Source: an optimization exercise on an open RTL-to-GDS flow (aim: small area, a short achievable clock period and few clock cycles per item). Production flows keep margins and buffers that such runs may drop.
Where RTL was checked, it was by simulation tests only, not by an equivalence proof against the original.

== quartz ==
Design acc_correlator, start of the top module:
module acc_correlator (
    input  wire        clk,
    input  wire        rst,              
    input  wire        cfg_valid,
    output wire        cfg_ready,
    input  wire [2:0]  cfg_op,
    input  wire [63:0] cfg_code,         
    input  wire [7:0]  cfg_len,
    input  wire [31:0] cfg_value,
    input  wire        cfg_detect_inv,
    input  wire        in_valid,
    output wire        in_ready,
    input  wire        in_bit,
    output wire        out_valid,
    output wire [2:0]  out_data,
    output wire        idle,
    output wire        configured,
    output wire        invert,
    output wire [5:0]  status,
    output wire        irq,
    output wire [15:0] bit_count,
    output wire [15:0] ambig_count,
    output wire [15:0] last_ambig_bit
);
    localparam [2:0] OP_RESET          = 3'd0;
    localparam [2:0] OP_CONFIG         = 3'd1;
    localparam [2:0] OP_SET_CODE       = 3'd2;
    localparam [2:0] OP_SET_THRESHOLD  = 3'd3;
    localparam [2:0] OP_SET_DETECT_INV = 3'd4;
    localparam [2:0] OP_CLEAR_STATUS   = 3'd5;
    localparam [2:0] OP_SET_IRQ_EN     = 3'd6;
    reg [64:0] data_reg;         
    reg [63:0] flag_reg;         
    reg [63:0] invert_reg;
    reg        flag_d, minv_d;   
    reg [63:0] code;             
    reg [6:0]  len;              
    reg [6:0]  thr;              
    reg        detect_inv;
    reg        invert_q;
    reg        configured_q;
    reg        full_q;           
    reg [15:0] bit_count_q;
    reg [15:0] ambig_count_q;
    reg [15:0] last_ambig_bit_q;
    reg        st_illegal, st_invalid, st_ambig;
    reg        ie_illegal, ie_invalid, ie_ambig;
    reg        irq_q;
    reg [7:0]  k2;               
    reg        step_d;           
    reg        amb_d;
    reg        in_rdy_q, cfg_rdy_q;
    reg        step_q;           
    reg        bit_q;
    reg        out_valid_q;
    reg [2:0]  out_data_q;
    reg        idle_q;
    localparam NG = 7;
    reg [3:0]  ca_s, cb_s;
    reg [4:1]  ca_c, cb_c;
    reg [3:0]  g6;
    wire bit_acc = in_valid & in_rdy_q;
    wire cmd_acc = cfg_valid & cfg_rdy_q;
  ...
For scale: about 1400 cells after synthesis, roughly 180 I/O pins.
Settings: LEC_CHECK=0, CAP_MARGIN=20, CORE_MARGIN=2, CORE_UTILIZATION=50, PLACE_DENSITY=0.75, SLEW_MARGIN=20; clock period 10.0 ns.
standard.sh (not shown) runs the stock make flow with config.mk's settings and CLKGATE_MAP_FILE= SYNTH_SCRIPT=/design/flow/synth_recipe.tcl, a recipe that flattens the netlist after the stock synthesis.
==> flow/flow/run.sh <==
#!/bin/bash
# The standard layout (standard.sh: standard synthesis, floorplan, power
# grid, placement, CTS, routing), with three layout choices:
#  - each port still gets its own buffer, a plain buf_1 instead of the default
#    delay buffer;
#  - clock tree synthesis without dummy loads;
set -euo pipefail
MARGIN=${MARGIN:-6.4}
bash standard.sh \
  "BUFFER_PORTS_ARGS=-buffer_cell sky130_fd_sc_hd__buf_1" \
  "CTS_ARGS=-sink_clustering_enable -repair_clock_nets -dont_use_dummy_load -sink_clustering_size 20 -sink_clustering_max_diameter 70 -buf_list {sky130_fd_sc_hd__clkbuf_8 sky130_fd_sc_hd__clkbuf_16}" \
  "SETUP_SLACK_MARGIN=$MARGIN" "TNS_END_PERCENT=100" \
  finish > flow_standard.log 2>&1
quartz ended with every stage complete and zero timing, DRC or antenna violations.
Setup changes, quartz to violet
diff --git a/flow/design.v b/flow/design.v
--- a/flow/design.v
+++ b/flow/design.v
@@ -24,17 +24,17 @@
 );
     localparam [2:0] OP_RESET          = 3'd0;
     localparam [2:0] OP_CONFIG         = 3'd1;
     localparam [2:0] OP_SET_CODE       = 3'd2;
     localparam [2:0] OP_SET_THRESHOLD  = 3'd3;
     localparam [2:0] OP_SET_DETECT_INV = 3'd4;
     localparam [2:0] OP_CLEAR_STATUS   = 3'd5;
     localparam [2:0] OP_SET_IRQ_EN     = 3'd6;
-    reg [64:0] data_reg;         
+    reg [63:0] data_reg;
     reg [63:0] flag_reg;         
     reg [63:0] invert_reg;
     reg        flag_d, minv_d;   
     reg [63:0] code;             
     reg [6:0]  len;              
     reg [6:0]  thr;              
     reg        detect_inv;
     reg        invert_q;
@@ -113,17 +113,17 @@
                 g2[i] = (i >= 2) ? g1[i] | (p1[i] & g1[i-2]) : g1[i];
                 p2[i] = (i >= 2) ? p1[i] & p1[i-2] : p1[i];
             end
             for (i = 0; i < 7; i = i + 1)
                 g3[i] = (i >= 4) ? g2[i] | (p2[i] & g2[i-4]) : g2[i];
             top7 = a[7] ^ b[7] ^ g3[6];
         end
     endfunction
-    wire       e0 = (data_reg[1] ^ code[0]) & mask[0];        
+    wire       e0 = (data_reg[0] ^ code[0]) & mask[0];
     wire [15:0] l1s = csa({4'd0, ca_s}, {3'd0, ca_c, 1'b0}, {4'd0, cb_s});
     wire [15:0] l1n = csa({3'd0, cb_c, 1'b0}, {4'd0, g6}, {1'b0, ~thr});
     wire [15:0] l1i = csa({3'd0, cb_c, 1'b0}, {4'd0, g6}, k2);
     wire [15:0] l2n = csa(l1s[15:8], l1s[7:0], l1n[15:8]);
     wire [15:0] l2i = csa(l1s[15:8], l1s[7:0], l1i[15:8]);
     wire [15:0] rn  = csa(l2n[15:8], l2n[7:0], l1n[7:0]);
     wire [15:0] ri  = csa(l2i[15:8], l2i[7:0], l1i[7:0]);
     wire       m_n = ~top7(rn[15:8], rn[7:0], e0);                
@@ -142,17 +142,18 @@
     wire [4:0] oc10 = outcome(1'b1, 1'b0, invert_q, detect_inv, bit_q);
     wire [4:0] oc11 = outcome(1'b1, 1'b1, invert_q, detect_inv, bit_q);
     wire [4:0] oc = m_n ? (m_i ? oc11 : oc10) : (m_i ? oc01 : oc00);
     wire new_bit     = oc[4];
     wire invert_next = oc[3];
     wire flag_next   = oc[2];
     wire match_inv   = oc[1];
     wire ambiguous   = oc[0];
-    wire [63:0] leaf = (data_reg[63:0] ^ code) & mask;
+    wire [63:0] data_shift = step_q ? {data_reg[62:0], new_bit} : data_reg;
+    wire [63:0] leaf = (data_shift ^ code) & mask;
     reg  [3:0]  gsum [0:NG-1];
     integer g;
     always @(*)
         for (g = 0; g < NG; g = g + 1)
             gsum[g] = pop9(leaf[9 * g + 1 +: 9]);
     wire [15:0] sa = csa({4'd0, gsum[0]}, {4'd0, gsum[1]}, {4'd0, gsum[2]});
     wire [15:0] sb = csa({4'd0, gsum[3]}, {4'd0, gsum[4]}, {4'd0, gsum[5]});
     wire len_ok    = (cfg_len <= 8'd64);
@@ -180,40 +181,36 @@
     always @(posedge clk) begin
         in_rdy_q     <= ~rst & in_rdy_next;
         cfg_rdy_q    <= rst | cfg_rdy_next;
         step_q       <= ~rst & bit_acc;
         bit_q        <= in_bit;
         out_valid_q  <= ~rst & step_q;
         out_data_q   <= {step_d ? invert_reg[62] : invert_reg[63],
                          step_d ? flag_reg[62]   : flag_reg[63],
-                         data_reg[64]} & {3{full_now}};
+                         data_reg[63]} & {3{full_now}};
         idle_q       <= ~bit_acc & ~step_q;
         configured_q <= configured_next;
         st_illegal <= s_ill_n;
         st_invalid <= s_inv_n;
         st_ambig   <= s_amb_n;
         ie_illegal <= ie_ill_n;
         ie_invalid <= ie_inv_n;
         ie_ambig   <= ie_amb_n;
         irq_q      <= (s_ill_n & ie_ill_n) | (s_inv_n & ie_inv_n) | (s_amb_n & ie_amb_n);
         ca_s <= sa[11:8];
         ca_c <= sa[4:1];
         cb_s <= sb[11:8];
         cb_c <= sb[4:1];
         g6   <= gsum[6];
         if (c_config)
-            data_reg[64:2] <= 63'd0;
-        else if (bit_acc)
-            data_reg[64:2] <= data_reg[63:1];
+            data_reg[63:1] <= 63'd0;
+        else
+            data_reg[63:1] <= data_shift[63:1];
         if (c_config)
-            data_reg[1] <= 1'b0;
-        else if (bit_acc)
-            data_reg[1] <= step_q ? new_bit : data_reg[0];
-        if (c_config | bit_acc)
             data_reg[0] <= 1'b0;
         else if (step_q)
             data_reg[0] <= new_bit;
         flag_d <= flag_next;
         minv_d <= match_inv;
         if (step_d) begin
             flag_reg   <= {flag_reg[62:0],   flag_d};
             invert_reg <= {invert_reg[62:0], minv_d};
Findings:
No stage failed in violet, and the final checks on the layout all came back clean. Between quartz and violet, area after synthesis is lower for quartz, violet comes in above that. The final reports for violet and quartz show worst-path maximum fanout higher in the former. violet leaves more setup margin than quartz. Summary — total CTS buffers, violet relative to quartz: lower, by 2. violet vs quartz — die area rose 0.30%. violet vs quartz: via total after detailed routing down.
Testbench counts of violet, summed over its fixed seeds: cycles 32,024, items 32,000.
For quartz, only the layout was checked, not whether the RTL still works.

re-timing with driven ports:
In the flow no input, the clock included, has a driving cell. The finished layouts below were timed again as built, in two steps. Step 1 assumes that a clkbuf_16 drives the clock port and a buf_2 every other input. Step 2 moves the port delays by t, midway between the first and last clock arrival at a register: inputs arrive t later, outputs are due t later. That takes back most of the time a late clock gives input paths. a / b / c = ideal ports / drivers / drivers and shift; a / b = the first two.
| run | shift t [ns] | slack for setup (ns) | worst hold slack (ns) | worst setup path at the end | clock arrival spread, ns |
|---|---|---|---|---|---|
| quartz | 0.572 | 6.175 / 6.175 / 6.096 | 0.388 / 0.388 / 0.388 | input to register | 0.075 / 0.075 |
| violet | 0.556 | 6.469 / 6.469 / 6.027 | 0.393 / 0.393 / 0.393 | input to register | 0.038 / 0.037 |
After both steps every run listed still meets setup and hold. The setup slack of violet, which loses most, moves by 0.000 ns with the drivers and by -0.442 ns with both steps.
